Background: an optimization exercise with open tools, aiming at small area, a short achievable clock period and few clock cycles per item. Do not read the settings as production practice.
RTL that was checked went through simulation tests only; none was proved equivalent to the original.
No functional check of the RTL was part of run 7.
The clock input has no modelled driver; a real chip could not lean on it and would need a root buffer or a full tree.
Power figures rest on the tool's default switching activity, not on a simulated workload.

==> design.v <==
module pms7003_parse (
    input  wire         clk,
    input  wire         rst,           
    input  wire         in_valid,
    output wire         in_ready,
    input  wire [7:0]   in_data,
    input  wire         in_last,
    input  wire [31:0]  now,
    output reg          out_valid,
    output wire [2:0]   out_err,       
    output wire [191:0] out_fields,    
    output wire [16:0]  out_count,     
    output wire [12:0]  out_est10,     
    output reg  [31:0]  out_ts
);
    assign in_ready = 1'b1;
    reg [5:0] idx;
    always @(posedge clk) begin
        if (rst)
            idx <= 6'd0;
        else if (in_valid) begin
            if (in_last)
                idx <= 6'd0;
            else if (idx != 6'd32)
                idx <= idx + 6'd1;
        end
    end
    reg [7:0] d_q;
    always @(posedge clk)
        if (in_valid)
            d_q <= in_data;
    reg [7:0] fb [4:27];
    integer k;
    always @(posedge clk) begin
        for (k = 4; k < 28; k = k + 1)
            if (k == 22 || k == 23) begin
                if (idx == k)
                    fb[k] <= in_data;
            end else if (idx == k + 1)
                fb[k] <= d_q;
    end
    genvar g;
    generate
        for (g = 0; g < 12; g = g + 1) begin : g_fields
            assign out_fields[16*g +: 16] = {fb[4 + 2*g], fb[5 + 2*g]};
        end
    endgenerate
    reg sync0, sync1;
    always @(posedge clk) begin
        if (idx == 6'd1) sync0 <= (d_q == 8'h42);
        if (idx == 6'd2) sync1 <= (d_q == 8'h4D);
    end
    reg       add_q;        
    reg       first_q;      
    reg [7:0] lo, hi;
    reg       c8;
    wire [8:0] lo_n = {1'b0, first_q ? 8'd0 : lo} + {1'b0, d_q};
    wire       c_n  = add_q & lo_n[8] & ~first_q;
    wire [7:0] hi_0 = hi + {7'd0, c8};
    wire [7:0] hi_1 = hi + {6'd0, c8, ~c8};
    reg        hi_ok0, hi_ok1, hi_c;
    always @(posedge clk) begin
        add_q   <= in_valid & (idx < 6'd30);
        first_q <= (idx == 6'd0);
        if (add_q)
            lo <= lo_n[7:0];
        c8 <= c_n;
        hi <= (add_q & first_q) ? 8'd0 : hi_0;
        if (idx == 6'd30) begin
            hi_ok0 <= (hi_0 == in_data);
            hi_ok1 <= (hi_1 == in_data);
            hi_c   <= c_n;
        end
    end
    wire hi_ok = hi_c ? hi_ok1 : hi_ok0;
    wire lo_ok = (lo == in_data);
    reg [1:0] err;
    always @(posedge clk) begin
        if (rst)
            out_valid <= 1'b0;
        else
            out_valid <= in_valid & in_last;
        if (idx != 6'd31)
            err <= 2'd1;
        else if (!(sync0 & sync1))
            err <= 2'd2;
        else if (!(hi_ok & lo_ok))
            err <= 2'd3;
        else
            err <= 2'd0;
        out_ts <= now;
    end
    assign out_err = {1'b0, err};
    wire [8:0] cnt_lo_n = {1'b0, fb[17]} - {1'b0, fb[23]};
    reg  [7:0] cnt_lo;
    reg        cnt_b;
    reg  [8:0] cnt_hi;
    wire [9:0] cnt_hi_n = {1'b0, fb[16], 1'b1} + {1'b1, ~fb[22], ~cnt_b};
    always @(posedge clk) begin
        cnt_lo <= cnt_lo_n[7:0];
        cnt_b  <= cnt_lo_n[8];
        cnt_hi <= cnt_hi_n[9:1];
    end
    assign out_count = {cnt_hi, cnt_lo};
    localparam [28:0] A = 29'd63216501;
    reg [7:0]  ph;
    reg [2:0]  dig;
    reg [25:0] acc;
    always @(posedge clk) begin
        ph <= {ph[6:0], in_valid & (idx == 6'd23)};
        dig <= ({3{ph[1]}} & out_count[2:0])
             | ({3{ph[2]}} & out_count[5:3])
             | ({3{ph[3]}} & out_count[8:6])
             | ({3{ph[4]}} & out_count[11:9])
             | ({3{ph[5]}} & out_count[14:12])
             | ({3{ph[6]}} & {out_count[16], out_count[16:15]});
    end
    wire       top = ph[7];
    reg [28:0] term;
    always @(*) begin
        case ({top, dig})
            4'b0_000: term = 29'd0;
            4'b0_001: term = A;
            4'b0_010: term = A * 2;
            4'b0_011: term = A * 3;
            4'b0_100: term = A * 4;
            4'b0_101: term = A * 5;
            4'b0_110: term = A * 6;
            4'b0_111: term = A * 7;
            4'b1_001: term = A + 29'd16384;
            4'b1_110: term = 29'd16384 - A * 2;
            4'b1_111: term = 29'd16384 - A;
            default:  term = 29'd16384;
        endcase
    end
    wire [28:0] acc_sum = {3'd0, acc} + term;
    wire        run     = |ph[7:2];
    always @(posedge clk) begin
        if (ph[0])
            acc <= 26'd0;
        else if (run)
            acc <= acc_sum[28:3];
    end
    assign out_est10 = acc[24:12];
endmodule
==> flow/run.sh <==
#!/bin/bash
# Standard ORFS layout, with the port buffers made of the smallest buffer cell.
# After clock tree synthesis, the clock root buffer drives the leaf buffers
# directly (the H-tree's intermediate buffers are taken out); the rest of the
# flow (global route with its timing repair, detailed route) then runs as usual.
set -euo pipefail
export BUFFER_PORTS_ARGS="-buffer_cell sky130_fd_sc_hd__buf_1"
bash standard.sh cts > standard_cts.log 2>&1
openroad -no_init -exit flow/clktree.tcl > clktree.log 2>&1
bash standard.sh finish > standard.log 2>&1
==> flow/clktree.tcl <==
# Take out the buffers between the clock root buffer and the leaf buffers.
set odb orfs/results/sky130hd/pms7003_parse/base/4_cts.odb
read_db $odb
set block [ord::get_db_block]
set root [$block findInst clkbuf_0_clk]
set rootnet [[$root findITerm X] getNet]
set removed 0
foreach it [$rootnet getITerms] {
  set inst [$it getInst]
  if {$inst eq $root} { continue }
  set master [[$inst getMaster] getName]
  if {![string match "sky130_fd_sc_hd__clkbuf_*" $master]} { continue }
  set outnet [[$inst findITerm X] getNet]
  # only buffers that drive other clock buffers
  set loads {}
  set ok 1
  foreach lt [$outnet getITerms] {
    if {[$lt getInst] eq $inst} { continue }
    if {![string match "sky130_fd_sc_hd__clkbuf_*" [[[$lt getInst] getMaster] getName]]} { set ok 0 }
    lappend loads $lt
  }
  if {!$ok} { continue }
  foreach lt $loads {
    $lt disconnect
    $lt connect $rootnet
  }
  [$inst findITerm A] disconnect
  [$inst findITerm X] disconnect
  puts "removed [$inst getName] ([llength $loads] loads)"
  odb::dbInst_destroy $inst
  odb::dbNet_destroy $outnet
  incr removed
}
puts "removed $removed buffers"
write_db $odb
==> standard.sh <==
#!/bin/bash
# synth_recipe.tcl (not shown) runs the flow's synth.tcl, then flattens the netlist and writes it again
# the make line also repeats each setting of config.mk as NAME=value (left out here)
make -C /OpenROAD-flow-scripts/flow DESIGN_CONFIG=/design/flow/config.mk WORK_HOME=/design/flow/orfs CLKGATE_MAP_FILE= SYNTH_SCRIPT=/design/flow/synth_recipe.tcl "${@:-finish}"
==> config.mk <==
export PLATFORM = sky130hd
export DESIGN_NAME = pms7003_parse
export DESIGN_NICKNAME = pms7003_parse
export VERILOG_FILES = /design/flow/design.v
export SDC_FILE = /design/flow/constraint.sdc
export NUM_CORES = 4
export LEC_CHECK = 0
export CAP_MARGIN = 20
export CORE_MARGIN = 2
export CORE_UTILIZATION = 65
export CTS_BUF_LIST = sky130_fd_sc_hd__clkbuf_16
export CTS_CLUSTER_DIAMETER = 100
export CTS_CLUSTER_SIZE = 30
export SLEW_MARGIN = 20
==> constraint.sdc <==
create_clock -name core_clock -period 10.0 [get_ports {clk}]
set_input_delay 2.0000 -clock core_clock [delete_from_list [all_inputs] [get_ports {clk}]]
set_output_delay 2.0000 -clock core_clock [all_outputs]
set_load 0.01 [all_outputs]
==> summary.md, run 1 <==
| Metric | Value |
|---|---|
| Status | `timing/DRC/antenna clean` |
| Hold violation count in the final report | `0` |
| Initial core utilization | `0.661` |
| Vias per cell | `5.64` |
| H-tree depth | `1` |
| Avg WL per Cell | `around 19 um` |
| MaxCap Viol Count | `0` |
| Clk sinks | `between 300 and 400` |
| Final Cycle Share | `0.311` |
| CTS resizes | `0` |
| Tightest Hold Check Type | `reg2reg` |
| Detailed Routing Iterations Pass 1 | `5` |
| Top cells by area, synth | `edfxtp_1 (48%), dfxtp_1 (19%), ha_1 (5.9%)` |
| Cell variety after synth | `between 60 and 70` |
| Synth async-reset ratio | `0` |
| RSZ-0062 raised after global routing | `false` |
| Num CTS Buffers | `15` |
| Drt initial violations | `584` |
| Syn_area_per_cell | `13.1 um^2` |
| Diodes inserted | `0` |
| Syn nets | `around 1.1k` |
| Cts hold-fix bufs | `0` |
| First-pass GRT wire length | `roughly 47 mm` |
| Xor/xnor share of the synthesized area | `0.0426` |
| Largest family of logic cells by synthesized area | `simple AND/OR/NAND/NOR gates` |
| Skew final | `about 0.025 ns` |
| Synth Area in Adders | `0.0649` |
| Post-synth EDFFs | `about 210` |
| Initial antenna violation count | `0` |
| Setup TNS | `0 ns` |
| CTS tree | `done` |
| Internal power | `0.00179 W` |
| Min-Delay Path Depth | `0` |
| Peak supply drop | `about 0.00013 V` |
| Warnings, synthesis | `2` |
| Post-synthesis compound-gate area fraction | `0.0831` |
| Routability Congestion | `just over 0.9` |
| Final critical-path required period | `about 3.1 ns` |
| Post-Syn Instances | `1024` |
| Critical Path Start Type | `register` |
| Worst-path maximum fanout | `3` |
| Switching fraction of total power | `0.210` |
| Req. time, crit path | `roughly 8.0 ns` |
| Mux cell area share after synthesis | `0.00477` |
| Routed WL | `approximately 30 mm` |
| Count leader, synth | `edfxtp_1` |
| Final slew viol count | `0` |
| Hold WS | `between 0.4 and 0.5 ns` |
| CTS root buf | `clkbuf_16` |
| Final #Nets | `between 1k and 1.5k` |
| Clock transition at path regs | `around 0.11 ns` |
| Worst Reg-to-Reg Cells | `8` |
| Comb power frac | `0.037` |
| Synth Area in Simple Gates | `0.103` |
| Leading area contributor after synthesis | `edfxtp_1` |
| Grt ovf | `0` |
| Clock power share | `0.286` |
| Die H | `roughly 150 um` |
| DP HPWL | `~22 mm` |
| Pwr dens | `150 nW/um^2` |
| Final ANT Viol Nets | `0` |
| WP data arrival | `around 1.1 ns` |
| #FFs+latches synth | `between 300 and 400` |
| Max frequency | `321 MHz` |
| Sequential share of the synthesized area | `0.668` |
| Post-CTS setup buffers | `0` |
| Row count | `52` |
| Buf/Inv on CP | `1` |
| Mapped cell area | `roughly 13000 um^2` |
| Slowest stage delay, CP | `approximately 0.48 ns` |
| Crit-path leading delay family | `flip-flops` |
| DRC violations left | `0` |
| Share of the synthesized area in the top cell type | `0.478` |
| Main synth FF type | `edfxtp_1` |
| Input/output buffers | `300` |
| Max-slew headroom | `0.246` |
| Layout Area Growth over Synthesis | `12.5%` |
| Slowest cell on crit path | `edfxtp_1` |
| Critical path class | `reg2out` |
| Max Root-Sink Buffers | `3` |
| Worst setup EP type | `output port` |
| Leakage | `roughly 5.6 nW` |
| Vias in the first global route | `about 8.4k` |
| Critical path depth in cells | `1` |
| Clk Latency, worst-skew pair | `around 0.47 ns` |
| DIE AREA | `around 22000 um^2` |
| Total track usage | `0.288` |
| Final Setup Violations | `0` |
| Part of the power in registers | `0.677` |
| Net Switching | `about 0.00048 W` |
| Core area | `around 20000 um^2` |
| Io pins | `a little over 300` |
| Worst slew pin tran | `around 1.1 ns` |
| DIE WIDTH | `~150 um` |
| Post-synth top cells | `edfxtp_1 (213), dfxtp_1 (127), nor2_1 (81), nand2_1 (76), ha_1 (63)` |
| Crit-path cells | `buf_1` |
| Total number of vias | `around 8.9k` |
| Layout cells sized above 1 | `0.0350` |
| Maximum number of pins on one net before global-route repair | `32` |
==> worst register-to-register path, delay by kind of cell (launching register included) <==
kind                       cells  cell delay (ns)
AOI/OAI and AO/OA              5             1.42
DFF                            1             0.56
adders and majority gates      1             0.36
and+or+nand+nor                1             0.23
xor gates and xnor gates       1             0.19
==> path summary, 6_finish.rpt <==
check / start / end / slack (ns)
max: fb[23][1] / out_fields[145] / 6.89
min reg2reg: ph[1] / ph[2] / 0.41
max reg2reg: term[26] / acc[17] / 7.11
min: ph[1] / ph[2] / 0.41
==> placed cells by master, fill, tap and decap left out, types with 10 or more instances in the layout <==
cell type	n
buf_1	300
a22oi_1	10
nand2b_1	13
edfxtp_1	213
xnor2_1	36
and3_1	10
dfxtp_1	127
nand4_1	13
nand3_1	20
xor2_1	29
a21o_1	24
nor3_1	10
nor2b_1	23
nand2_1	76
o21ai_0	32
nor2_1	81
ha_1	63
inv_1	54
clkbuf_16	13
a21oi_1	51
==> per-stage QoR <==
step	util	setup WS, ns	instance area (um^2)	power (W)	instances
finish	0.744	6.89	15000	0.00226	1583
CTS	0.744	6.83	15100	0.00232	1584
global route	0.744	6.83	15000	0.00233	1583
global placement	0.723	6.67	14600	0.00164	1559
detailed placement	0.723	6.64	14600	0.00165	1559
floorplan	-	6.94	13400	0.00160	1024
==> flip-flops by register name (all words and copies together) (netlist names), 2 cells and up <==
register and count:
out_ts 32, cnt_lo 8, acc 26, cnt_hi 9, err 2, d_q 8
lo 8, term 23, fb 192, hi 8, idx 6, ph 8
==> kinds of logic after synthesis <==
| logic type | count (synthesis) |
|---|---|
| buf+inv | 91 |
| other cells | 2 |
| mux | 5 |
| fa+ha+maj | 67 |
| flops | 340 |
| xor+xnor | 65 |
| simple gates | 282 |
| compound gates | 172 |
==> cell type report <==
type	instances	area, um^2
sequential	340	8940
fill	1383	5180
multi-input combinational	593	4010
timing repair buffer	309	1200
tap	270	338
clock buffer	13	325
inverter	48	180
clock inverter	10	53.8
==> layer usage <==
layer  global-route usage  share of wire
met1                0.383           0.40
met2                0.482           0.50
met3               0.0605          0.073
met4               0.0918          0.022
met5                    0              0
==> power by group through the flow <==
| stage | registers, W | clock network, W | logic, W |
|---|---|---|---|
| after floorplan | 0.00156 | 0 | 0.0000389 |
| after global placement | 0.00157 | 0 | 0.0000787 |
| after detailed placement | 0.00157 | 0 | 0.0000820 |
| after CTS | 0.00153 | 0.000705 | 0.0000817 |
| after global routing | 0.00154 | 0.000700 | 0.0000935 |
| final | 0.00153 | 0.000647 | 0.0000842 |
Testbench counts, summed over its fixed seeds: cycles 64,008, frames 2,000.
==> run 2, diff against run 1 <==
--- a/flow/run.sh
+++ b/flow/run.sh
@@ -7,4 +7,4 @@
 export BUFFER_PORTS_ARGS="-buffer_cell sky130_fd_sc_hd__buf_1"
 bash standard.sh cts > standard_cts.log 2>&1
 openroad -no_init -exit flow/clktree.tcl > clktree.log 2>&1
-bash standard.sh finish > standard.log 2>&1
+bash standard.sh SETUP_SLACK_MARGIN=7.05 finish > standard.log 2>&1
==> flow/clktree.tcl (replaced) <==
# Flatten the clock tree that clock tree synthesis built: the H-tree's
# intermediate buffers are taken out, and the leaf buffers are split into four
# groups by location, each driven by a root buffer of its own that the clock
# port drives (the port then drives four cell pins).
set odb orfs/results/sky130hd/pms7003_parse/base/4_cts.odb
read_db $odb
set block [ord::get_db_block]
set root [$block findInst clkbuf_0_clk]
set rootnet [[$root findITerm X] getNet]
set clknet [[$root findITerm A] getNet]

# 1. take out buffers that drive only clock buffers
foreach it [$rootnet getITerms] {
  set inst [$it getInst]
  if {$inst eq $root} { continue }
  if {![string match "sky130_fd_sc_hd__clkbuf_*" [[$inst getMaster] getName]]} { continue }
  set outnet [[$inst findITerm X] getNet]
  set loads {}
  set ok 1
  foreach lt [$outnet getITerms] {
    if {[$lt getInst] eq $inst} { continue }
    if {![string match "sky130_fd_sc_hd__clkbuf_*" [[[$lt getInst] getMaster] getName]]} { set ok 0 }
    lappend loads $lt
  }
  if {!$ok} { continue }
  foreach lt $loads { $lt disconnect; $lt connect $rootnet }
  [$inst findITerm A] disconnect
  [$inst findITerm X] disconnect
  puts "removed [$inst getName] ([llength $loads] loads)"
  odb::dbInst_destroy $inst
  odb::dbNet_destroy $outnet
}

# 2. the loads of the root: split into four groups by location
set loads {}
foreach it [$rootnet getITerms] {
  if {[$it getInst] eq $root} { continue }
  if {[$it isInputSignal] || [$it getIoType] eq "INPUT"} { lappend loads $it }
}
puts "root loads: [llength $loads]"
proc xy {it} { set b [[$it getInst] getBBox]; list [expr {([$b xMin]+[$b xMax])/2}] [expr {([$b yMin]+[$b yMax])/2}] }
set byx [lsort -command {apply {{a b} { expr {[lindex [xy $a] 0] - [lindex [xy $b] 0]} }}} $loads]
set n [llength $byx]
set half [expr {$n / 2}]
set groups {}
foreach part [list [lrange $byx 0 [expr {$half-1}]] [lrange $byx $half end]] {
  set byy [lsort -command {apply {{a b} { expr {[lindex [xy $a] 1] - [lindex [xy $b] 1]} }}} $part]
  set m [llength $byy]
  set h [expr {$m / 2}]
  lappend groups [lrange $byy 0 [expr {$h-1}]] [lrange $byy $h end]
}

# 3. one root buffer per group, at the group's centre
set master [[$root getMaster] getDb]
set master [$root getMaster]
set g 0
foreach grp $groups {
  if {[llength $grp] == 0} { continue }
  set sx 0; set sy 0
  foreach it $grp { lassign [xy $it] x y; set sx [expr {$sx+$x}]; set sy [expr {$sy+$y}] }
  set cx [expr {$sx / [llength $grp]}]
  set cy [expr {$sy / [llength $grp]}]
  if {$g == 0} {
    set inst $root
    set net $rootnet
  } else {
    set inst [odb::dbInst_create $block $master "clkbuf_root_${g}_clk"]
    set net [odb::dbNet_create $block "clknet_root_${g}_clk"]
    $net setSigType CLOCK
    [$inst findITerm A] connect $clknet
    [$inst findITerm X] connect $net
    foreach it $grp { $it disconnect; $it connect $net }
  }
  $inst setLocation [expr {$cx - [$master getWidth]/2}] [expr {$cy - [$master getHeight]/2}]
  $inst setPlacementStatus PLACED
  puts "group $g: [llength $grp] loads, root [$inst getName] at $cx $cy"
  incr g
}
# the root keeps only its own group
foreach it [$rootnet getITerms] {
  if {[$it getInst] eq $root} { continue }
  if {[lsearch -exact [lindex $groups 0] $it] < 0} { puts "stray load [[$it getInst] getName]" }
}
detailed_placement
check_placement -verbose
write_db $odb
--- a/config.mk
+++ b/config.mk
@@ -9,6 +9,6 @@
 export CORE_MARGIN = 2
 export CORE_UTILIZATION = 65
 export CTS_BUF_LIST = sky130_fd_sc_hd__clkbuf_16
-export CTS_CLUSTER_DIAMETER = 100
-export CTS_CLUSTER_SIZE = 30
+export CTS_CLUSTER_DIAMETER = 80
+export CTS_CLUSTER_SIZE = 20
 export SLEW_MARGIN = 20
==> summary.md, run 2 <==
| Metric | Value |
|---|---|
| Syn nets | `1135 (unchanged)` |
| Placed cell area | `14600 um^2 (unchanged)` |
| Multi-input gate area | `4040 um^2 (+0.75%)` |
| Clock power share | `0.336 (+0.050)` |
| DP HPWL | `22.0 mm (unchanged)` |
| Main synth FF type | `edfxtp_1` |
| Grt ovf | `0 (unchanged)` |
| RSZ-0062 raised after global routing | `true` |
| Fin area | `15400 um^2 (+2.5%)` |
| CTS tree | `done` |
| Share of the synthesized area in the top cell type | `0.478 (unchanged)` |
| Initial core utilization | `0.661 (unchanged)` |
| Critical path class | `reg2out` |
| Setup TNS | `0 ns (unchanged)` |
| RR Startpoint | `acc[3]` |
| Num CTS Buffers | `20 (+5)` |
| Io pins | `303 (unchanged)` |
| Max Root-Sink Buffers | `3 (unchanged)` |
| Internal power | `0.00195 W (+8.8%)` |
| Final critical-path required period | `2.97 ns (-0.138 ns)` |
| Maximum number of pins on one net before global-route repair | `27 (-16%)` |
| Cts hold-fix bufs | `0 (unchanged)` |
| Mapped cell area | `13400 um^2 (unchanged)` |
| H-tree depth | `1 (unchanged)` |
| Final ANT Viol Nets | `0 (unchanged)` |
| Max-slew headroom | `0.249 (+0.00312)` |
| Layout Area Growth over Synthesis | `15.3%` |
| Most flop-heavy register | `fb` |
| Count leader, synth | `edfxtp_1` |
| Worst Reg-to-Reg Cells | `9 (+1)` |
| Routed WL | `31.7 mm (+3.4%)` |
| Syn_area_per_cell | `13.1 um^2 (unchanged)` |
| Post-synth top cells | `edfxtp_1 (213), dfxtp_1 (127), nor2_1 (81), nand2_1 (76), ha_1 (63)` |
| Net Switching | `0.000494 W (+3.8%)` |
| Crit-path leading delay family | `flip-flops` |
| Pwr dens | `158 nW/um^2 (+5.1%)` |
| Final Setup Violations | `0 (unchanged)` |
| Post-synth EDFFs | `213 (unchanged)` |
| Leakage | `5.84 nW (+4.3%)` |
| Clk Latency, worst-skew pair | `0.33 ns (-0.14 ns)` |
| Diodes inserted | `0 (unchanged)` |
| Total number of vias | `9081 (+1.7%)` |
| Worst setup EP type | `output port` |
| Worst-path maximum fanout | `2 (-1)` |
| Part of the power in registers | `0.628 (-0.049)` |
| Sequential share of the synthesized area | `0.668 (unchanged)` |
| Switching fraction of total power | `0.202 (-0.00763)` |
| Layout cells sized above 1 | `0.0590 (+0.0239)` |
| CTS root buf | `clkbuf_16` |
| Row count | `52 (unchanged)` |
| Most common cell after layout, fill and taps aside | `buf_1` |
| HP Start | `ph[4]` |
| Biggest regs | `fb x192, out_ts x32, acc x26` |
| Leading area contributor after synthesis | `edfxtp_1` |
| Worst slew pin tran | `1.13 ns (-0.00467 ns)` |
| Warnings, synthesis | `2 (unchanged)` |
| Peak supply drop | `0.000144 V (+6.8%)` |
| Core area | `20200 um^2 (unchanged)` |
| Drt initial violations | `632 (+8.2%)` |
| Top cells by area, synth | `edfxtp_1 (48%), dfxtp_1 (19%), ha_1 (5.9%)` |
| Post-Syn Instances | `1024 (unchanged)` |
| Final Cycle Share | `0.297 (-0.0138)` |
| Hold WS | `0.404 ns (-0.00184 ns)` |
| DIE AREA | `21700 um^2 (unchanged)` |
| #FFs+latches synth | `340 (unchanged)` |
| Die H | `147 um (unchanged)` |
| Max FFs per register | `192 (unchanged)` |
| Status | `timing/DRC/antenna clean` |
| Clk sinks | `340 (unchanged)` |
| Input/output buffers | `300 (unchanged)` |
| R2R Path End | `acc[19]` |
| WP data arrival | `0.97 ns (-0.14 ns)` |
| Req. time, crit path | `8.00 ns (about the same)` |
| Skew final | `0.0213 ns (-0.00374 ns)` |
| Slowest cell on crit path | `edfxtp_1` |
| Cell variety after synth | `67 (unchanged)` |
| Avg WL per Cell | `19.7 um (+1.6%)` |
| Slowest stage delay, CP | `0.48 ns (about the same)` |
| Final slew viol count | `0 (unchanged)` |
| Vias in the first global route | `8607 (+2.8%)` |
| Most frequent cells in the layout | `buf_1 (291), edfxtp_1 (213), dfxtp_1 (126)` |
| Hold endpoint | `ph[5]` |
| Filler cells | `1323 (-4.3%)` |
| MaxCap Viol Count | `0 (unchanged)` |
| Crit-path cells | `clkbuf_2` |
| Final #Nets | `1437 (+1.5%)` |
| First-pass GRT wire length | `47.9 mm (+2.5%)` |
| Routability Congestion | `0.931 (unchanged)` |
| Buf/Inv on CP | `1 (unchanged)` |
| Setup slack, reg-to-reg | `7.22 ns (+0.11 ns)` |
| Critical Path Start Type | `register` |
| DIE WIDTH | `147 um (unchanged)` |
| Detailed Routing Iterations Pass 1 | `5 (unchanged)` |
| Tightest Hold Check Type | `reg2reg` |
| Synth async-reset ratio | `0 (unchanged)` |
| FF/Latch Area | `8940 um^2 (about the same)` |
| Clock transition at path regs | `0.09 ns (-0.02 ns)` |
| Initial antenna violation count | `0 (unchanged)` |
| Min-Delay Path Depth | `0 (unchanged)` |
| Total track usage | `0.292 (+0.00389)` |
| DRC violations left | `0 (unchanged)` |
| Max frequency | `336 MHz (+4.6%)` |
| Comb power frac | `0.036 (about the same)` |
| Hold violation count in the final report | `0 (unchanged)` |
| Vias per cell | `5.64 (about the same)` |
==> run 2: changes by cell type in the layout (fill, tap and decap cells not counted), moves of 7 or more <==
cell / before / now
clkbuf_2: 0 / 8
inv_1: 54 / 61
clkbuf_16: 13 / 22
buf_1: 300 / 291
buf_4: 8 / 20
==> run 2: worst max path at each step <==
| stage | startpoint | end | slack (ns) | cells after the start |
|---|---|---|---|---|
| after floorplan | in_data[5] | hi_ok1 | 6.94 | 5 |
| after global routing | in_data[4] | hi_ok0 | 6.92 | 7 |
| final | fb[16][1] | out_fields[105] | 7.03 | 1 |
| after CTS | fb[23][1] | out_fields[145] | 6.84 | 1 |
| after detailed placement | in_data[5] | hi_ok1 | 6.64 | 6 |
| after global placement | in_data[5] | hi_ok1 | 6.67 | 6 |
==> run 2: power groups by stage <==
stage | logic [W] | clock network (W) | registers [W]
after floorplan | 0.0000389 | 0 | 0.00156
after global placement | 0.0000787 | 0 | 0.00157
after detailed placement | 0.0000820 | 0 | 0.00157
after CTS | 0.0000817 | 0.000811 | 0.00153
after global routing | 0.0000976 | 0.000883 | 0.00153
final | 0.0000887 | 0.000820 | 0.00153
==> run 2: cell type report <==
| cell class | instances | area share |
|---|---|---|
| Buffer | 3 | 0.00487 |
| Clock buffer | 19 | 0.0308 |
| Clock inverter | 15 | 0.00365 |
| Inverter | 48 | 0.0117 |
| Multi-Input combinational cell | 593 | 0.262 |
| Sequential cell | 340 | 0.580 |
| Tap cell | 270 | 0.0219 |
| Timing Repair Buffer | 322 | 0.0853 |
==> run 2: through the flow <==
stage                     std cells  total power, W   util  worst slack, ns
after CTS                      1595         0.00243  0.752             6.84
final                          1610         0.00244  0.762             7.03
after global placement         1559         0.00164  0.723             6.67
after detailed placement       1559         0.00165  0.723             6.64
after floorplan                1024         0.00160      -             6.94
after global routing           1610         0.00251  0.762             6.92
==> run 2: cells by family (layout without fill, tap and decap cells) <==
logic type	after synthesis	in the layout	synth area share
xor+xnor	65	65	0.0426
mux	5	5	0.00477
buf+inv	91	407	0.0330
other cells	2	2	0.000562
fa+ha+maj	67	67	0.0649
compound gates	172	172	0.0831
simple gates	282	282	0.103
flops	340	340	0.668
==> run 2: worst reg2reg max path, cell delays in order, from the launching register on <==
cell       delay, ns
dfxtp_1         0.33
ha_1            0.32
o21ai_2         0.08
a221oi_2        0.46
and3_4          0.29
o31ai_4         0.10
a211oi_1        0.35
o21ai_1         0.15
a2111oi_0       0.47
a311o_2         0.18
==> run 2: per-layer routing <==
| metal | share of wire | wire [um] | global-route usage | vias up |
|---|---|---|---|---|
| met3 | 0.074 | 2360 | 0.0503 | 52 |
| met1 | 0.40 | 12600 | 0.389 | 4371 |
| met5 | 0 | 0 | 0 | - |
| met4 | 0.024 | 772 | 0.0947 | 0 |
| met2 | 0.51 | 16100 | 0.495 | 404 |
| li1 | - | - | - | 4254 |
==> run 2: timing repair <==
action	CTS	global route
endpoints found under the setup margin	0	29
setup buffers	0	13
resized for setup	0	18
==> run 3, diff against run 2 <==
--- a/flow/run.sh
+++ b/flow/run.sh
@@ -7,4 +7,4 @@
 export BUFFER_PORTS_ARGS="-buffer_cell sky130_fd_sc_hd__buf_1"
 bash standard.sh cts > standard_cts.log 2>&1
 openroad -no_init -exit flow/clktree.tcl > clktree.log 2>&1
-bash standard.sh SETUP_SLACK_MARGIN=7.05 finish > standard.log 2>&1
+bash standard.sh finish > standard.log 2>&1
--- a/config.mk
+++ b/config.mk
@@ -9,6 +9,6 @@
 export CORE_MARGIN = 2
 export CORE_UTILIZATION = 65
 export CTS_BUF_LIST = sky130_fd_sc_hd__clkbuf_16
-export CTS_CLUSTER_DIAMETER = 80
-export CTS_CLUSTER_SIZE = 20
+export CTS_CLUSTER_DIAMETER = 100
+export CTS_CLUSTER_SIZE = 30
 export SLEW_MARGIN = 20
==> summary.md, run 3 <==
| Metric | Value |
|---|---|
| Status | `timing/DRC/antenna clean` |
| Final #Nets | `1419 (-1.3%)` |
| Tightest Hold Check Type | `reg2reg` |
| Vias per cell | `5.65 (+0.14%)` |
| Input/output buffers | `300 (unchanged)` |
| Leakage | `5.64 nW (-3.5%)` |
| Biggest regs | `fb x192, out_ts x32, acc x26` |
| CTS root buf | `clkbuf_16` |
| Total track usage | `0.287 (-0.00469)` |
| Vias in the first global route | `8479 (-1.5%)` |
| Diodes inserted | `0 (unchanged)` |
| Worst setup EP type | `register` |
| CTS resizes | `0 (unchanged)` |
| Hold violation count in the final report | `0 (unchanged)` |
| RR Startpoint | `term[26]` |
| Hold endpoint | `ph[2]` |
| Hold WS | `0.411 ns (+0.00738 ns)` |
| Clk sinks | `340 (unchanged)` |
| DIE AREA | `21700 um^2 (unchanged)` |
| Count leader, synth | `edfxtp_1` |
| Avg WL per Cell | `19.6 um (-0.53%)` |
| Final Setup Violations | `0 (unchanged)` |
| Layout Cells excl Fill | `1586 (-1.5%)` |
| Final ANT Viol Nets | `0 (unchanged)` |
| Worst Reg-to-Reg Cells | `8 (-1)` |
| Main synth FF type | `edfxtp_1` |
| Setup TNS | `0 ns (unchanged)` |
| Layout cells sized above 1 | `0.0372 (-0.0217)` |
| Initial core utilization | `0.661 (unchanged)` |
| HP Start | `ph[1]` |
| Warnings, synthesis | `2 (unchanged)` |
| Clk Latency, worst-skew pair | `0.32 ns (about the same)` |
| Most frequent cells in the layout | `buf_1 (300), edfxtp_1 (213), dfxtp_1 (127)` |
| Top cells by area, synth | `edfxtp_1 (48%), dfxtp_1 (19%), ha_1 (5.9%)` |
| Setup slack, reg-to-reg | `7.12 ns (-0.10 ns)` |
| Core area | `20200 um^2 (unchanged)` |
| Grt ovf | `0 (unchanged)` |
| DRC violations left | `0 (unchanged)` |
| DP HPWL | `22.0 mm (unchanged)` |
| Maximum number of pins on one net before global-route repair | `32 (+19%)` |
| Peak supply drop | `0.000138 V (-4.5%)` |
| Met3 WL | `2.25 mm (-4.3%)` |
| Cell variety after synth | `67 (unchanged)` |
| Post-Syn Instances | `1024 (unchanged)` |
| Mapped cell area | `13400 um^2 (unchanged)` |
| Met2 routed WL | `15.7 mm (-2.0%)` |
| Num CTS Buffers | `15 (-25%)` |
| Sequential share of the synthesized area | `0.668 (unchanged)` |
| Post-CTS setup buffers | `0 (unchanged)` |
| Synth async-reset ratio | `0 (unchanged)` |
| Total number of vias | `8958 (-1.4%)` |
| Layout Area Growth over Synthesis | `13.1%` |
| H-tree depth | `1 (unchanged)` |
| Req. time, crit path | `10.09 ns (+2.09 ns)` |
| DIE WIDTH | `147 um (unchanged)` |
| Pwr dens | `153 nW/um^2 (-3.3%)` |
| Syn_area_per_cell | `13.1 um^2 (unchanged)` |
| Final critical-path required period | `3.00 ns (+0.0311 ns)` |
| Die H | `147 um (unchanged)` |
| CTS tree | `done` |
| Clock transition at path regs | `0.12 ns (+0.03 ns)` |
| Max Root-Sink Buffers | `3 (unchanged)` |
| First-pass GRT wire length | `47.4 mm (-1.1%)` |
| Top sig layer | `met4` |
| Syn nets | `1135 (unchanged)` |
| MaxCap Viol Count | `0 (unchanged)` |
| Drt initial violations | `607 (-4.0%)` |
| Max frequency | `333 MHz (-1.0%)` |
| Detailed Routing Iterations Pass 1 | `5 (unchanged)` |
| Cell Count Post-Placement | `1559 (unchanged)` |
| Cts hold-fix bufs | `0 (unchanged)` |
| Post-synth EDFFs | `213 (unchanged)` |
| RSZ-0062 raised after global routing | `false` |
| WP data arrival | `3.10 ns (+2.13 ns)` |
| R2R Path End | `acc[17]` |
| Most common cell after layout, fill and taps aside | `buf_1` |
| Final Cycle Share | `0.300 (+0.00311)` |
| Max FFs per register | `192 (unchanged)` |
| Max-slew headroom | `0.262 (+0.0129)` |
| Final slew viol count | `0 (unchanged)` |
| Worst slew pin tran | `1.11 ns (-0.0193 ns)` |
| Share of the synthesized area in the top cell type | `0.478 (unchanged)` |
| Initial antenna violation count | `0 (unchanged)` |
| Post-synth top cells | `edfxtp_1 (213), dfxtp_1 (127), nor2_1 (81), nand2_1 (76), ha_1 (63)` |
| Min-Delay Path Depth | `0 (unchanged)` |
| Critical Path Start Type | `input port` |
| #FFs+latches synth | `340 (unchanged)` |
| Row count | `52 (unchanged)` |
| Most flop-heavy register | `fb` |
| Skew final | `0.0254 ns (+0.00409 ns)` |
| Worst-path maximum fanout | `7 (+5)` |
| Critical path class | `in2reg` |
| Met1 Wirelength | `12.4 mm (-1.2%)` |
| Routed WL | `31.1 mm (-2.0%)` |
| Leading area contributor after synthesis | `edfxtp_1` |
| Io pins | `303 (unchanged)` |
| Routability Congestion | `0.931 (unchanged)` |
==> run 3: changes by cell type in the layout (fill, tap and decap cells not counted), moves of 6 or more <==
cell       before  now
buf_4          20    8
buf_1         291  300
clkbuf_16      22   16
inv_1          61   54
clkbuf_2        8    0
==> run 3: area by class of cell <==
type | count | area [um^2]
Sequential cell | 340 | 8940
Inverter | 48 | 180
Fill cell | 1374 | 5110
Buffer | 3 | 75.1
Multi-Input combinational cell | 593 | 4010
Timing Repair Buffer | 309 | 1200
Tap cell | 270 | 338
Clock buffer | 13 | 325
Clock inverter | 10 | 53.8
==> run 3: power by group <==
| part | switching [W] | leakage (nW) | internal [W] |
|---|---|---|---|
| sequential | 0.0000203 | 2.97 | 0.00151 |
| clock | 0.000395 | 0.247 | 0.000301 |
| combinational | 0.0000520 | 2.42 | 0.0000324 |
| total | 0.000467 | 5.64 | 0.00185 |
==> run 3: kinds of logic (layout without fill, tap and decap cells) <==
| family | after synthesis | after routing | synth area share |
|---|---|---|---|
| AOI/OAI and AO/OA | 172 | 172 | 0.0831 |
| xor gates and xnor gates | 65 | 65 | 0.0426 |
| adders and majority gates | 67 | 67 | 0.0649 |
| buffers and inverters | 91 | 383 | 0.0330 |
| DFF | 340 | 340 | 0.668 |
| muxes | 5 | 5 | 0.00477 |
| other | 2 | 2 | 0.000562 |
| and+or+nand+nor | 282 | 282 | 0.103 |
==> run 3: how the worst max path moves through the flow <==
stage	from	to	slack [ns]	cells after the start
floorplan	in_data[5]	hi_ok1	6.94	5
detailed placement	in_data[5]	hi_ok1	6.64	6
finish	in_data[5]	hi_ok1	7.00	6
global placement	in_data[5]	hi_ok1	6.67	6
CTS	fb[23][1]	out_fields[145]	6.83	1
global route	in_data[4]	hi_ok0	6.86	7
==> run 3: layer usage <==
| metal | vias to the layer above | global-route usage |
|---|---|---|
| met1 | 4345 | 0.384 |
| met3 | 49 | 0.0451 |
| met5 | - | 0 |
| met4 | 0 | 0.0918 |
| li1 | 4201 | - |
| met2 | 363 | 0.489 |
==> run 3: stage by stage <==
step | instance area [um^2] | total power (W) | util | worst slack [ns]
finish | 15100 | 0.00231 | 0.747 | 7.00
global route | 15100 | 0.00238 | 0.747 | 6.86
CTS | 15100 | 0.00232 | 0.744 | 6.83
detailed placement | 14600 | 0.00165 | 0.723 | 6.64
global placement | 14600 | 0.00164 | 0.723 | 6.67
floorplan | 13400 | 0.00160 | - | 6.94
==> run 3: worst max-delay path, cell delays in order <==
cell and delay (ns):
buf_1 0.17, or2_2 0.35, and3_1 0.16, a21oi_1 0.11, o22ai_1 0.10, and3_1 0.20
==> run 4, diff against run 3 <==
--- a/flow/run.sh
+++ b/flow/run.sh
@@ -7,4 +7,4 @@
 export BUFFER_PORTS_ARGS="-buffer_cell sky130_fd_sc_hd__buf_1"
 bash standard.sh cts > standard_cts.log 2>&1
 openroad -no_init -exit flow/clktree.tcl > clktree.log 2>&1
-bash standard.sh finish > standard.log 2>&1
+bash standard.sh SETUP_SLACK_MARGIN=7.0 finish > standard.log 2>&1
==> summary.md, run 4 <==
| Metric | Value |
|---|---|
| Status | `timing/DRC/antenna clean` |
| Final Setup Violations | `0 (unchanged)` |
| Syn_area_per_cell | `13.1 um^2 (unchanged)` |
| Worst Reg-to-Reg Cells | `9 (+1)` |
| Biggest regs | `fb x192, out_ts x32, acc x26` |
| Detailed Routing Iterations Pass 1 | `5 (unchanged)` |
| Core area | `20200 um^2 (unchanged)` |
| Top cells by area, synth | `edfxtp_1 (48%), dfxtp_1 (19%), ha_1 (5.9%)` |
| Worst slew pin tran | `1.13 ns (+0.0229 ns)` |
| Most flop-heavy register | `fb` |
| Share of the synthesized area in the top cell type | `0.478 (unchanged)` |
| Count leader, synth | `edfxtp_1` |
| WP data arrival | `0.96 ns (-2.14 ns)` |
| Setup slack, reg-to-reg | `7.19 ns (+0.07 ns)` |
| Leakage | `5.67 nW (+0.67%)` |
| Min-Delay Path Depth | `0 (unchanged)` |
| Cts hold-fix bufs | `0 (unchanged)` |
| Mapped cell area | `13400 um^2 (unchanged)` |
| Max-slew headroom | `0.246 (-0.0153)` |
| CTS root buf | `clkbuf_16` |
| Filler cells | `1359 (-1.1%)` |
| Final slew viol count | `0 (unchanged)` |
| Peak supply drop | `0.000139 V (+0.93%)` |
| Pwr dens | `153 nW/um^2 (-0.28%)` |
| Maximum number of pins on one net before global-route repair | `32 (unchanged)` |
| Final Cycle Share | `0.296 (-0.00428)` |
| Final ANT Viol Nets | `0 (unchanged)` |
| Grt ovf | `0 (unchanged)` |
| Hold violation count in the final report | `0 (unchanged)` |
| Sequential share of the synthesized area | `0.668 (unchanged)` |
| Synth async-reset ratio | `0 (unchanged)` |
| Routed WL | `31.2 mm (+0.43%)` |
| Main synth FF type | `edfxtp_1` |
| DRC violations left | `0 (unchanged)` |
| Leading area contributor after synthesis | `edfxtp_1` |
| Io pins | `303 (unchanged)` |
| #FFs+latches synth | `340 (unchanged)` |
| Final #Nets | `1423 (+0.28%)` |
| Initial antenna violation count | `0 (unchanged)` |
| Setup TNS | `0 ns (unchanged)` |
| First-pass GRT wire length | `47.4 mm (unchanged)` |
| Post-synth EDFFs | `213 (unchanged)` |
| Crit-path cells | `buf_1` |
| RSZ-0062 raised after global routing | `true` |
| Most frequent cells in the layout | `buf_1 (297), edfxtp_1 (213), dfxtp_1 (126)` |
| Multi-input gate area | `4030 um^2 (+0.34%)` |
| Input/output buffers | `300 (unchanged)` |
| Cell variety after synth | `67 (unchanged)` |
| Max Root-Sink Buffers | `3 (unchanged)` |
| R2R Path End | `acc[19]` |
| H-tree depth | `1 (unchanged)` |
| Buf/Inv on CP | `1 (unchanged)` |
| Post-synth top cells | `edfxtp_1 (213), dfxtp_1 (127), nor2_1 (81), nand2_1 (76), ha_1 (63)` |
| Critical Path Start Type | `register` |
| Die H | `147 um (unchanged)` |
| Avg WL per Cell | `19.6 um (+0.17%)` |
| Total number of vias | `9034 (+0.85%)` |
| Vias per cell | `5.68 (+0.59%)` |
| Slowest stage delay, CP | `0.48 ns (+0.13 ns)` |
| Layout Area Growth over Synthesis | `13.5%` |
| FF/Latch Area | `8940 um^2 (about the same)` |
| DIE WIDTH | `147 um (unchanged)` |
| Hold WS | `0.408 ns (-0.00250 ns)` |
| Slowest cell on crit path | `edfxtp_1` |
| Crit-path leading delay family | `flip-flops` |
| Diodes inserted | `0 (unchanged)` |
| Req. time, crit path | `8.00 ns (-2.09 ns)` |
| Clk sinks | `340 (unchanged)` |
| Drt initial violations | `581 (-4.3%)` |
| HP Start | `ph[1]` |
| DP HPWL | `22.0 mm (unchanged)` |
| Layout cells sized above 1 | `0.0447 (+0.00746)` |
| Worst setup EP type | `output port` |
| MaxCap Viol Count | `0 (unchanged)` |
| Critical path class | `reg2out` |
| Final critical-path required period | `2.96 ns (-0.0428 ns)` |
| DIE AREA | `21700 um^2 (unchanged)` |
| Warnings, synthesis | `2 (unchanged)` |
| Syn nets | `1135 (unchanged)` |
| CTS tree | `done` |
| Skew final | `0.0285 ns (+0.00317 ns)` |
| Routability Congestion | `0.931 (unchanged)` |
| Initial core utilization | `0.661 (unchanged)` |
| Clk Latency, worst-skew pair | `0.32 ns (about the same)` |
| Clock transition at path regs | `0.12 ns (about the same)` |
| Post-Syn Instances | `1024 (unchanged)` |
| RR Startpoint | `acc[3]` |
| Vias in the first global route | `8479 (unchanged)` |
| Most common cell after layout, fill and taps aside | `buf_1` |
| Total track usage | `0.287 (unchanged)` |
| Max frequency | `338 MHz (+1.4%)` |
| Tightest Hold Check Type | `reg2reg` |
| Hold endpoint | `ph[2]` |
| Max FFs per register | `192 (unchanged)` |
| Row count | `52 (unchanged)` |
| Num CTS Buffers | `15 (unchanged)` |
| Worst-path maximum fanout | `2 (-5)` |
-- run 4: cell counts after synthesis --
No cell type changed its count.
-- run 4: how the worst max path moves through the flow --
stage,cells past startpoint,startpoint,to,slack [ns]
after floorplan,5,in_data[5],hi_ok1,6.94
after global placement,6,in_data[5],hi_ok1,6.67
after detailed placement,6,in_data[5],hi_ok1,6.64
after CTS,1,fb[23][1],out_fields[145],6.83
after global routing,7,in_data[4],hi_ok0,6.92
final,1,fb[16][1],out_fields[105],7.04
-- run 4: worst register-to-register path, delay by kind of cell (launching register included) --
family	cells	cell delay, ns
AOI/OAI and AO/OA	7	1.81
adders and majority gates	1	0.32
DFF	1	0.34
and+or+nand+nor	1	0.28
-- run 4: logic make-up after synthesis --
logic type,synth area share
compound gates,0.0831
xor+xnor,0.0426
fa+ha+maj,0.0649
buf+inv,0.0330
flops,0.668
mux,0.00477
other cells,0.000562
simple gates,0.103
-- run 4: per-stage QoR --
step | setup slack (ns) | total power, W | util | area [um^2] | instances
final | 7.04 | 0.00231 | 0.750 | 15200 | 1590
after floorplan | 6.94 | 0.00160 | - | 13400 | 1024
after detailed placement | 6.64 | 0.00165 | 0.723 | 14600 | 1559
after global placement | 6.67 | 0.00164 | 0.723 | 14600 | 1559
after global routing | 6.92 | 0.00238 | 0.750 | 15200 | 1590
after CTS | 6.83 | 0.00232 | 0.744 | 15100 | 1584
-- run 4: what timing repair did --
item / CTS / global route
hold endpoints to repair: 0 / 0
buffers inserted: 0 / 4
endpoints found under the setup margin: 0 / 11
resized for setup: 0 / 8
-- run 4: final cells by class --
cell class | instances | share of cell area
flip-flops and latches | 340 | 0.589
repair buffers | 313 | 0.0816
clock buffers | 13 | 0.0214
plain buffers | 3 | 0.00495
clock inverters | 10 | 0.00354
well taps | 270 | 0.0223
inverters | 48 | 0.0119
multi-input cells | 593 | 0.265
-- run 4: metal layers --
| layer | share of wire | track usage | wire, um |
|---|---|---|---|
| met1 | 0.41 | 0.384 | 12700 |
| met2 | 0.51 | 0.489 | 15800 |
| met3 | 0.065 | 0.0451 | 2050 |
| met4 | 0.022 | 0.0918 | 674 |
| met5 | 0 | 0 | 0 |
-- run 4: power by group --
group,switching [W],internal (W),total [W],leakage [nW]
Clock,0.000395,0.000301,0.000696,0.247
Combinational,0.0000538,0.0000334,0.0000872,2.46
Sequential,0.0000194,0.00151,0.00153,2.97
==> run 5, diff against run 4 <==
--- a/config.mk
+++ b/config.mk
@@ -7,7 +7,7 @@
 export LEC_CHECK = 0
 export CAP_MARGIN = 20
 export CORE_MARGIN = 2
-export CORE_UTILIZATION = 65
+export CORE_UTILIZATION = 70
 export CTS_BUF_LIST = sky130_fd_sc_hd__clkbuf_16
 export CTS_CLUSTER_DIAMETER = 100
 export CTS_CLUSTER_SIZE = 30
==> summary.md, run 5 <==
| Metric | Value |
|---|---|
| Leading area contributor after synthesis | `edfxtp_1` |
| Xor/xnor share of the synthesized area | `0.0426 (unchanged)` |
| Drt initial violations | `719 (+24%)` |
| Hold violation count in the final report | `0 (unchanged)` |
| Most frequent cells in the layout | `buf_1 (295), edfxtp_1 (213), dfxtp_1 (127)` |
| Setup slack, reg-to-reg | `7.22 ns (+0.03 ns)` |
| Share of the synthesized area in the top cell type | `0.478 (unchanged)` |
| DP HPWL | `21.7 mm (-1.4%)` |
| Die H | `142 um (-3.5%)` |
| Skew final | `0.0251 ns (-0.00341 ns)` |
| Vias in the first global route | `8512 (+0.39%)` |
| Post-synthesis compound-gate area fraction | `0.0831 (unchanged)` |
| Mapped cell area | `13400 um^2 (unchanged)` |
| DRC violations left | `0 (unchanged)` |
| Post-Syn Instances | `1024 (unchanged)` |
| Max frequency | `335 MHz (-0.68%)` |
| Post-Route Utilization | `0.808 (+0.0584)` |
| Avg WL per Cell | `19.9 um (+1.4%)` |
| Crit-path leading delay family | `flip-flops` |
| Cell variety after synth | `67 (unchanged)` |
| Initial core utilization | `0.715 (+0.0540)` |
| Filler cells | `1088 (-20%)` |
| Max Root-Sink Buffers | `3 (unchanged)` |
| Most flop-heavy register | `fb` |
| Num CTS Buffers | `15 (unchanged)` |
| First-pass GRT wire length | `46.1 mm (-2.6%)` |
| Warnings, synthesis | `2 (unchanged)` |
| Setup TNS | `0 ns (unchanged)` |
| Crit-path cells | `buf_1` |
| Maximum number of pins on one net before global-route repair | `32 (unchanged)` |
| Sequential share of the synthesized area | `0.668 (unchanged)` |
| Most common cell after layout, fill and taps aside | `buf_1` |
| Total number of vias | `9009 (-0.28%)` |
| Critical path class | `reg2out` |
| RSZ-0062 raised after global routing | `true` |
| RR Startpoint | `term[26]` |
| Routed WL | `30.9 mm (-1.2%)` |
| H-tree depth | `1 (unchanged)` |
| Final Cycle Share | `0.298 (+0.00202)` |
| Peak supply drop | `0.000218 V (+57%)` |
| Initial antenna violation count | `0 (unchanged)` |
| Syn nets | `1135 (unchanged)` |
| Synth async-reset ratio | `0 (unchanged)` |
| Max-slew headroom | `0.227 (-0.0194)` |
| Tightest Hold Check Type | `reg2reg` |
| Main synth FF type | `edfxtp_1` |
| Status | `timing/DRC/antenna clean` |
| Slowest cell on crit path | `edfxtp_1` |
| Mux cell area share after synthesis | `0.00477 (unchanged)` |
| DIE WIDTH | `142 um (-3.5%)` |
| Input/output buffers | `300 (unchanged)` |
| Critical Path Start Type | `register` |
| Detailed Routing Iterations Pass 1 | `5 (unchanged)` |
| Total track usage | `0.301 (+0.0137)` |
| Final #Nets | `1419 (-0.28%)` |
| Worst-path maximum fanout | `2 (unchanged)` |
| HP Start | `ph[4]` |
| Layout Cells excl Fill | `1550 (-2.5%)` |
| Final critical-path required period | `2.98 ns (+0.0202 ns)` |
| Io pins | `303 (unchanged)` |
| Post-synth top cells | `edfxtp_1 (213), dfxtp_1 (127), nor2_1 (81), nand2_1 (76), ha_1 (63)` |
| Clk Latency, worst-skew pair | `0.32 ns (about the same)` |
| Critical Path Source | `fb[22][7]` |
| Worst setup EP type | `output port` |
| Final slew viol count | `0 (unchanged)` |
| Biggest regs | `fb x192, out_ts x32, acc x26` |
| Core area | `18700 um^2 (-7.6%)` |
| CTS root buf | `clkbuf_16` |
| Layout cells sized above 1 | `0.0426 (-0.00214)` |
| Final ANT Viol Nets | `0 (unchanged)` |
| Diodes inserted | `0 (unchanged)` |
| Layout Area Growth over Synthesis | `13.1%` |
| FF/Latch Area | `8940 um^2 (about the same)` |
| CTS tree | `done` |
| Row count | `50 (-3.8%)` |
| MaxCap Viol Count | `0 (unchanged)` |
| Grt ovf | `0 (unchanged)` |
| Final total power | `0.00231 W (about the same)` |
| Worst slew pin tran | `1.16 ns (+0.0291 ns)` |
| Clock transition at path regs | `0.11 ns (about the same)` |
| Setup slack after layout | `7.02 ns (-0.0202 ns)` |
| Final Setup Violations | `0 (unchanged)` |
| WP data arrival | `0.98 ns (+0.02 ns)` |
| Vias per cell | `5.81 (+2.3%)` |
| Pwr dens | `153 nW/um^2 (+0.32%)` |
| Syn_area_per_cell | `13.1 um^2 (unchanged)` |
| #FFs+latches synth | `340 (unchanged)` |
| Leakage | `5.67 nW (about the same)` |
| Count leader, synth | `edfxtp_1` |
| Multi-input gate area | `4030 um^2 (+0.16%)` |
| Slowest stage delay, CP | `0.51 ns (+0.03 ns)` |
| Pre-CTS setup slack | `6.61 ns (-0.0324 ns)` |
| Max FFs per register | `192 (unchanged)` |
| Clk sinks | `340 (unchanged)` |
| Synth Area in Simple Gates | `0.103 (unchanged)` |
| Synth Area in Adders | `0.0649 (unchanged)` |
| Largest family of logic cells by synthesized area | `simple AND/OR/NAND/NOR gates` |
| Routability Congestion | `0.925 (-0.74%)` |
| Req. time, crit path | `8.00 ns (about the same)` |
| Top cells by area, synth | `edfxtp_1 (48%), dfxtp_1 (19%), ha_1 (5.9%)` |
| DIE AREA | `20200 um^2 (-7.0%)` |
| Cell Count Post-Placement | `1522 (-2.4%)` |
| Post-synth EDFFs | `213 (unchanged)` |
| Buf/Inv on CP | `1 (unchanged)` |
==> run 5: cell counts after synthesis <==
Identical to the previous run, type by type.
==> run 5: final timing paths <==
kind,to,cells after the start
min,ph[5],0
max,out_fields[159],1
max reg2reg,acc[20],8
min reg2reg,ph[5],0
==> run 5: what timing repair did <==
item	4_1_cts	5_1_grt
setup buffers	0	1
hold buffers	0	0
endpoints found under the setup margin	0	8
gates resized for setup	0	11
==> run 5: per-stage QoR <==
stage / area (um^2) / hold slack, ns
after detailed placement: 14600 / 0.394
final: 15100 / 0.411
after CTS: 15000 / 0.398
after floorplan: 13400 / 0.346
after global placement: 14600 / 0.393
after global routing: 15100 / 0.424
==> run 5: layer usage <==
layer	share of wire	up-vias	track usage	routed length [um]
met5	0	-	0	0
met2	0.49	446	0.503	15100
met3	0.089	71	0.0653	2740
met4	0.032	0	0.110	978
li1	-	4201	-	-
met1	0.39	4291	0.392	12100
==> run 5: power by group <==
part | internal (W) | switching [W] | total, W
Sequential | 0.00151 | 0.0000235 | 0.00154
Combinational | 0.0000336 | 0.0000510 | 0.0000847
Clock | 0.000301 | 0.000392 | 0.000693
==> run 5: cell type report <==
cell class                 count  area share
timing repair buffer         309      0.0809
clock inverter                10     0.00356
buffer                         3     0.00496
multi-input combinational    593       0.267
sequential                   340       0.591
clock buffer                  13      0.0215
tap                          234      0.0194
inverter                      48      0.0119
==> run 5: kinds of logic (layout without fill, tap and decap cells) <==
group                    count (synthesis)  after routing
AO/OA/AOI/OAI                          172            172
adder cells (fa/ha/maj)                 67             67
multiplexers                             5              5
flip-flops                             340            340
other                                    2              2
XOR/XNOR                                65             65
buffers and inverters                   91            383
AND/OR/NAND/NOR                        282            282
==> run 6, diff against run 5 <==
--- a/flow/run.sh
+++ b/flow/run.sh
@@ -5,6 +5,7 @@
 # flow (global route with its timing repair, detailed route) then runs as usual.
 set -euo pipefail
 export BUFFER_PORTS_ARGS="-buffer_cell sky130_fd_sc_hd__buf_1"
+export CTS_ARGS="-sink_clustering_enable -repair_clock_nets -sink_clustering_size 30 -sink_clustering_max_diameter 100 -buf_list sky130_fd_sc_hd__clkbuf_16 -dont_use_dummy_load"
 bash standard.sh cts > standard_cts.log 2>&1
 openroad -no_init -exit flow/clktree.tcl > clktree.log 2>&1
 bash standard.sh SETUP_SLACK_MARGIN=7.0 finish > standard.log 2>&1
--- a/config.mk
+++ b/config.mk
@@ -7,7 +7,7 @@
 export LEC_CHECK = 0
 export CAP_MARGIN = 20
 export CORE_MARGIN = 2
-export CORE_UTILIZATION = 70
+export CORE_UTILIZATION = 65
 export CTS_BUF_LIST = sky130_fd_sc_hd__clkbuf_16
 export CTS_CLUSTER_DIAMETER = 100
 export CTS_CLUSTER_SIZE = 30
==> summary.md, run 6 <==
| Metric | Value |
|---|---|
| MaxCap Viol Count | `0 (unchanged)` |
| Hold violation count in the final report | `0 (unchanged)` |
| Initial core utilization | `0.661 (-0.0540)` |
| Top sig layer | `met4` |
| Switching fraction of total power | `0.197 (-0.00431)` |
| Die H | `147 um (+3.7%)` |
| Top cells by area, synth | `edfxtp_1 (48%), dfxtp_1 (19%), ha_1 (5.9%)` |
| Pre-CTS setup slack | `6.64 ns (+0.0324 ns)` |
| DIE WIDTH | `147 um (+3.7%)` |
| Internal power | `0.00184 W (-0.65%)` |
| Setup TNS | `0 ns (unchanged)` |
| Avg WL per Cell | `19.8 um (-0.69%)` |
| Met1 Wirelength | `12.3 mm (+1.9%)` |
| Xor/xnor share of the synthesized area | `0.0426 (unchanged)` |
| Comb power frac | `0.037 (about the same)` |
| Count leader, synth | `edfxtp_1` |
| DP HPWL | `22.0 mm (+1.5%)` |
| Final total power | `0.00229 W (-1.2%)` |
| First-pass GRT wire length | `47.1 mm (+2.1%)` |
| Biggest regs | `fb x192, out_ts x32, acc x26` |
| Vias per cell | `5.66 (-2.5%)` |
| Maximum number of pins on one net before global-route repair | `31 (-3.1%)` |
| Final Cycle Share | `0.297 (-0.000990)` |
| Pwr dens | `151 nW/um^2 (-1.0%)` |
| Share of the synthesized area in the top cell type | `0.478 (unchanged)` |
| Critical path class | `in2reg` |
| Worst slew pin tran | `1.13 ns (-0.0316 ns)` |
| Status | `timing/DRC/antenna clean` |
| Layout cells sized above 1 | `0.0420 (-0.000504)` |
| Diodes inserted | `0 (unchanged)` |
| Drt initial violations | `589 (-18%)` |
| Clock power share | `0.292 (-0.008)` |
| Final ANT Viol Nets | `0 (unchanged)` |
| Initial antenna violation count | `0 (unchanged)` |
| Worst setup EP type | `register` |
| Part of the power in registers | `0.671 (+0.007)` |
| Final slew viol count | `0 (unchanged)` |
| Final Setup Violations | `0 (unchanged)` |
| Leakage | `5.61 nW (-1.0%)` |
| Setup slack after layout | `7.03 ns (+0.00990 ns)` |
| Final #Nets | `1421 (+0.14%)` |
| Clk sinks | `340 (unchanged)` |
| Clk Latency, worst-skew pair | `0.32 ns (about the same)` |
| Syn nets | `1135 (unchanged)` |
| Largest family of logic cells by synthesized area | `simple AND/OR/NAND/NOR gates` |
| Met2 routed WL | `15.7 mm (+4.4%)` |
| Leading area contributor after synthesis | `edfxtp_1` |
| Tightest Hold Check Type | `reg2reg` |
| Post-synth EDFFs | `213 (unchanged)` |
| Critical Path Start Type | `input port` |
| Routability Congestion | `0.931 (+0.75%)` |
| Req. time, crit path | `10.20 ns (+2.20 ns)` |
| Final critical-path required period | `2.97 ns (-0.00990 ns)` |
| DIE AREA | `21700 um^2 (+7.5%)` |
| Max-slew headroom | `0.248 (+0.0210)` |
| Synth async-reset ratio | `0 (unchanged)` |
| Post-synthesis compound-gate area fraction | `0.0831 (unchanged)` |
| RSZ-0062 raised after global routing | `true` |
| WP data arrival | `3.17 ns (+2.19 ns)` |
| DRC violations left | `0 (unchanged)` |
| Post-Syn Instances | `1024 (unchanged)` |
| Layout Area Growth over Synthesis | `12.9%` |
| Syn_area_per_cell | `13.1 um^2 (unchanged)` |
| Post-synth top cells | `edfxtp_1 (213), dfxtp_1 (127), nor2_1 (81), nand2_1 (76), ha_1 (63)` |
| Most flop-heavy register | `fb` |
| Io pins | `303 (unchanged)` |
| Total number of vias | `8939 (-0.78%)` |
| #FFs+latches synth | `340 (unchanged)` |
| Synth Area in Adders | `0.0649 (unchanged)` |
| Cell variety after synth | `67 (unchanged)` |
| Most frequent cells in the layout | `buf_1 (297), edfxtp_1 (213), dfxtp_1 (126)` |
| Grt ovf | `0 (unchanged)` |
| Skew final | `0.0448 ns (+0.0196 ns)` |
| Most common cell after layout, fill and taps aside | `buf_1` |
| Vias in the first global route | `8432 (-0.94%)` |
| Mapped cell area | `13400 um^2 (unchanged)` |
| Clock transition at path regs | `0.11 ns (about the same)` |
| Sequential share of the synthesized area | `0.668 (unchanged)` |
| Main synth FF type | `edfxtp_1` |
| Mux cell area share after synthesis | `0.00477 (unchanged)` |
| Core area | `20200 um^2 (+8.2%)` |
| Synth Area in Simple Gates | `0.103 (unchanged)` |
| Detailed Routing Iterations Pass 1 | `5 (unchanged)` |
| Worst-path maximum fanout | `6 (+4)` |
| Row count | `52 (+4.0%)` |
| Routed WL | `31.2 mm (+1.1%)` |
| Warnings, synthesis | `2 (unchanged)` |
| Total track usage | `0.285 (-0.0157)` |
| Peak supply drop | `0.000169 V (-22%)` |
| Input/output buffers | `300 (unchanged)` |
| Met3 WL | `2.47 mm (-9.6%)` |
| Max frequency | `336 MHz (+0.33%)` |
| Max FFs per register | `192 (unchanged)` |
| Net Switching | `0.000451 W (-3.3%)` |
run 6: cell counts after synthesis:
No cell type changed its count.
run 6: power groups by stage:
stage	clock, W	sequential [W]	combinational [W]
after global routing	0.000721	0.00154	0.0000936
after CTS	0.000674	0.00153	0.0000818
after global placement	0	0.00157	0.0000787
final	0.000668	0.00153	0.0000849
after detailed placement	0	0.00157	0.0000820
after floorplan	0	0.00156	0.0000389
run 6: logic make-up after synthesis:
group                    Yosys count
flip-flops                       340
AND/OR/NAND/NOR                  282
AO/OA/AOI/OAI                    172
buffers and inverters             91
adder cells (fa/ha/maj)           67
XOR/XNOR                          65
multiplexers                       5
other                              2
run 6: layout make-up:
class                           count  area (um^2)
Buffer                              3         75.1
Clock buffer                       13          325
Fill cell                        1367         5130
Inverter                           48          180
Multi-Input combinational cell    593         4030
Sequential cell                   340         8940
Tap cell                          270          338
Timing Repair Buffer              311         1220
run 6: through the flow:
stage	hold slack (ns)	std cells	util	instance area, um^2
floorplan	0.346	1024	-	13400
global placement	0.381	1559	0.723	14600
detailed placement	0.377	1559	0.723	14600
CTS	0.400	1574	0.742	15000
global route	0.411	1578	0.746	15100
finish	0.397	1578	0.746	15100
run 6: timing repair:
item                                    CTS  global route
gates resized for setup                   0             8
buffers inserted                          0             3
endpoints found under the setup margin    0            10
hold buffers                              0             0
run 6: worst paths after layout:
| path | startpoint | end | slack (ns) | cells past startpoint |
|---|---|---|---|---|
| max | in_data[1] | err[1] | 7.03 | 5 |
| min | ph[1] | ph[2] | 0.40 | 0 |
| max reg2reg | acc[3] | acc[19] | 7.19 | 9 |
| min reg2reg | ph[1] | ph[2] | 0.40 | 0 |
run 6: critical path: stages:
cell	delay (ns)
buf_1	0.30
xnor2_1	0.16
nand4_1	0.15
nor3_1	0.40
a311oi_1	0.16
run 6: routing by layer:
| layer | vias up | track usage |
|---|---|---|
| li1 | 4206 | - |
| met2 | 397 | 0.488 |
| met1 | 4287 | 0.386 |
| met3 | 49 | 0.0528 |
| met5 | - | 0 |
| met4 | 0 | 0.0644 |
==> run 7, diff against run 6 <==
--- a/design.v
+++ b/design.v
@@ -117,21 +117,15 @@
     end
     wire       top = ph[7];
     reg [28:0] term;
+    integer v;
     always @(*) begin
-        case ({top, dig})
-            4'b0_000: term = 29'd0;
-            4'b0_001: term = A;
-            4'b0_010: term = A * 2;
-            4'b0_011: term = A * 3;
-            4'b0_100: term = A * 4;
-            4'b0_101: term = A * 5;
-            4'b0_110: term = A * 6;
-            4'b0_111: term = A * 7;
-            4'b1_001: term = A + 29'd16384;
-            4'b1_110: term = 29'd16384 - A * 2;
-            4'b1_111: term = 29'd16384 - A;
-            default:  term = 29'd16384;
-        endcase
+        term = 29'd0;
+        for (v = 1; v < 8; v = v + 1)
+            term = term | ({29{!top && dig == v}} & (A * v));
+        term = term | ({29{top && dig == 3'd0}} & 29'd16384)
+                    | ({29{top && dig == 3'd1}} & (A + 29'd16384))
+                    | ({29{top && dig == 3'd6}} & (29'd16384 - A * 2))
+                    | ({29{top && dig == 3'd7}} & (29'd16384 - A));
     end
     wire [28:0] acc_sum = {3'd0, acc} + term;
     wire        run     = |ph[7:2];
--- a/flow/run.sh
+++ b/flow/run.sh
@@ -5,7 +5,6 @@
 # flow (global route with its timing repair, detailed route) then runs as usual.
 set -euo pipefail
 export BUFFER_PORTS_ARGS="-buffer_cell sky130_fd_sc_hd__buf_1"
-export CTS_ARGS="-sink_clustering_enable -repair_clock_nets -sink_clustering_size 30 -sink_clustering_max_diameter 100 -buf_list sky130_fd_sc_hd__clkbuf_16 -dont_use_dummy_load"
 bash standard.sh cts > standard_cts.log 2>&1
 openroad -no_init -exit flow/clktree.tcl > clktree.log 2>&1
 bash standard.sh SETUP_SLACK_MARGIN=7.0 finish > standard.log 2>&1
==> summary.md, run 7 <==
| Metric | Value |
|---|---|
| Buf/Inv on CP | `2 (+1)` |
| Post-synth EDFFs | `213 (unchanged)` |
| Critical Path Start Type | `register` |
| Layout cells sized above 1 | `0.0922 (+0.0502)` |
| Most flop-heavy register | `fb` |
| DIE AREA | `21000 um^2 (-3.2%)` |
| Status | `timing/DRC/antenna clean` |
| Req. time, crit path | `10.26 ns (+0.06 ns)` |
| Worst-path maximum fanout | `8 (+2)` |
| Worst slew pin tran | `1.13 ns (+0.000411 ns)` |
| Final Cycle Share | `0.302 (+0.00524)` |
| Layout Area Growth over Synthesis | `18.1%` |
| Grt ovf | `0 (unchanged)` |
| Detailed Routing Iterations Pass 1 | `6 (+1)` |
| Routed WL | `31.7 mm (+1.5%)` |
| Drt initial violations | `744 (+26%)` |
| Syn_area_per_cell | `12.7 um^2 (-2.5%)` |
| First-pass GRT wire length | `46.4 mm (-1.5%)` |
| Post-synth top cells | `edfxtp_1 (213), dfxtp_1 (107), nor2_1 (87), nand2_1 (78)` |
| MaxCap Viol Count | `0 (unchanged)` |
| Leading area contributor after synthesis | `edfxtp_1` |
| Row count | `51 (-1.9%)` |
| Most used cell, CP | `o21a_1` |
| Max FFs per register | `192 (unchanged)` |
| Synth async-reset ratio | `0 (unchanged)` |
| Clk Latency, worst-skew pair | `0.33 ns (about the same)` |
| Met3 WL | `2.74 mm (+11%)` |
| Total number of vias | `9142 (+2.3%)` |
| Setup TNS | `0 ns (unchanged)` |
| Hold violation count in the final report | `0 (unchanged)` |
| Multi-input gate area | `4320 um^2 (+7.3%)` |
| Input/output buffers | `300 (unchanged)` |
| Vias in the first global route | `8354 (-0.93%)` |
| Worst setup EP type | `register` |
| Crit-path leading delay family | `compound AO/OA/AOI/OAI gates` |
| Filler cells | `1244 (-9.0%)` |
| Slowest stage delay, CP | `0.42 ns (+0.02 ns)` |
| #FFs+latches synth | `320 (-5.9%)` |
| DIE WIDTH | `145 um (-1.6%)` |
| Main synth FF type | `edfxtp_1` |
| Pre-CTS setup slack | `6.34 ns (-0.302 ns)` |
| Vias per cell | `5.72 (+0.93%)` |
| Avg WL per Cell | `19.8 um (+0.19%)` |
| Sequential share of the synthesized area | `0.660 (-0.00820)` |
| Post-Route Utilization | `0.785 (+0.0384)` |
| Setup slack after layout | `6.98 ns (-0.0524 ns)` |
| WP data arrival | `3.29 ns (+0.12 ns)` |
| Final Setup Violations | `0 (unchanged)` |
| Pwr dens | `144 nW/um^2 (-4.6%)` |
==> run 7: path summary, 6_finish.rpt <==
kind / from / to / depth (start not counted)
hold reg to reg: ph[3] / ph[4] / 0
setup / recovery: dig[1] / acc[25] / 12
setup reg to reg: dig[1] / acc[25] / 12
hold / removal: ph[3] / ph[4] / 0
==> run 7: cell type report <==
class / count / area share
well taps: 265 / 0.0217
inverters: 46 / 0.0116
plain buffers: 3 / 0.00492
clock buffers: 13 / 0.0213
clock inverters: 9 / 0.00270
repair buffers: 338 / 0.0949
flip-flops and latches: 320 / 0.560
multi-input cells: 605 / 0.283
==> run 7: what timing repair did <==
action	in CTS	in global routing
setup buffers	0	30
endpoints found under the setup margin	0	39
gates resized for setup	0	98
hold buffers	0	0
==> run 7: kinds of logic after synthesis <==
kind of cell | synth area share
flip-flops | 0.660
buffers and inverters | 0.0313
adder cells (fa/ha/maj) | 0.0613
other | 0.000581
XOR/XNOR | 0.0467
multiplexers | 0.00232
AO/OA/AOI/OAI | 0.0984
AND/OR/NAND/NOR | 0.0991
==> run 7: through the flow <==
step                std cells  total power, W  area [um^2]
floorplan                1016         0.00152        12900
global placement         1543         0.00156        14200
detailed placement       1543         0.00156        14200
CTS                      1567         0.00221        14600
global route             1599         0.00227        15300
finish                   1599         0.00221        15300
==> run 7: power by group <==
group | internal [W] | switching, W | leakage, nW
Sequential | 0.00143 | 0.0000179 | 2.82
Combinational | 0.0000339 | 0.0000564 | 2.53
Clock | 0.000297 | 0.000370 | 0.246
Total | 0.00176 | 0.000444 | 5.59
==> run 7: per-layer routing <==
metal	GRT usage	vias to the layer above
met2	0.465	426
met5	0	-
met1	0.385	4405
met4	0.0907	0
met3	0.0723	67
li1	-	4244

Setup slack of run 7, layout unchanged: 6.975 ns with ideal ports, 6.903 ns with driving cells assumed (clock clkbuf_16, inputs buf_2), 6.737 ns with port delays also shifted by the 0.418 ns mid clock arrival.
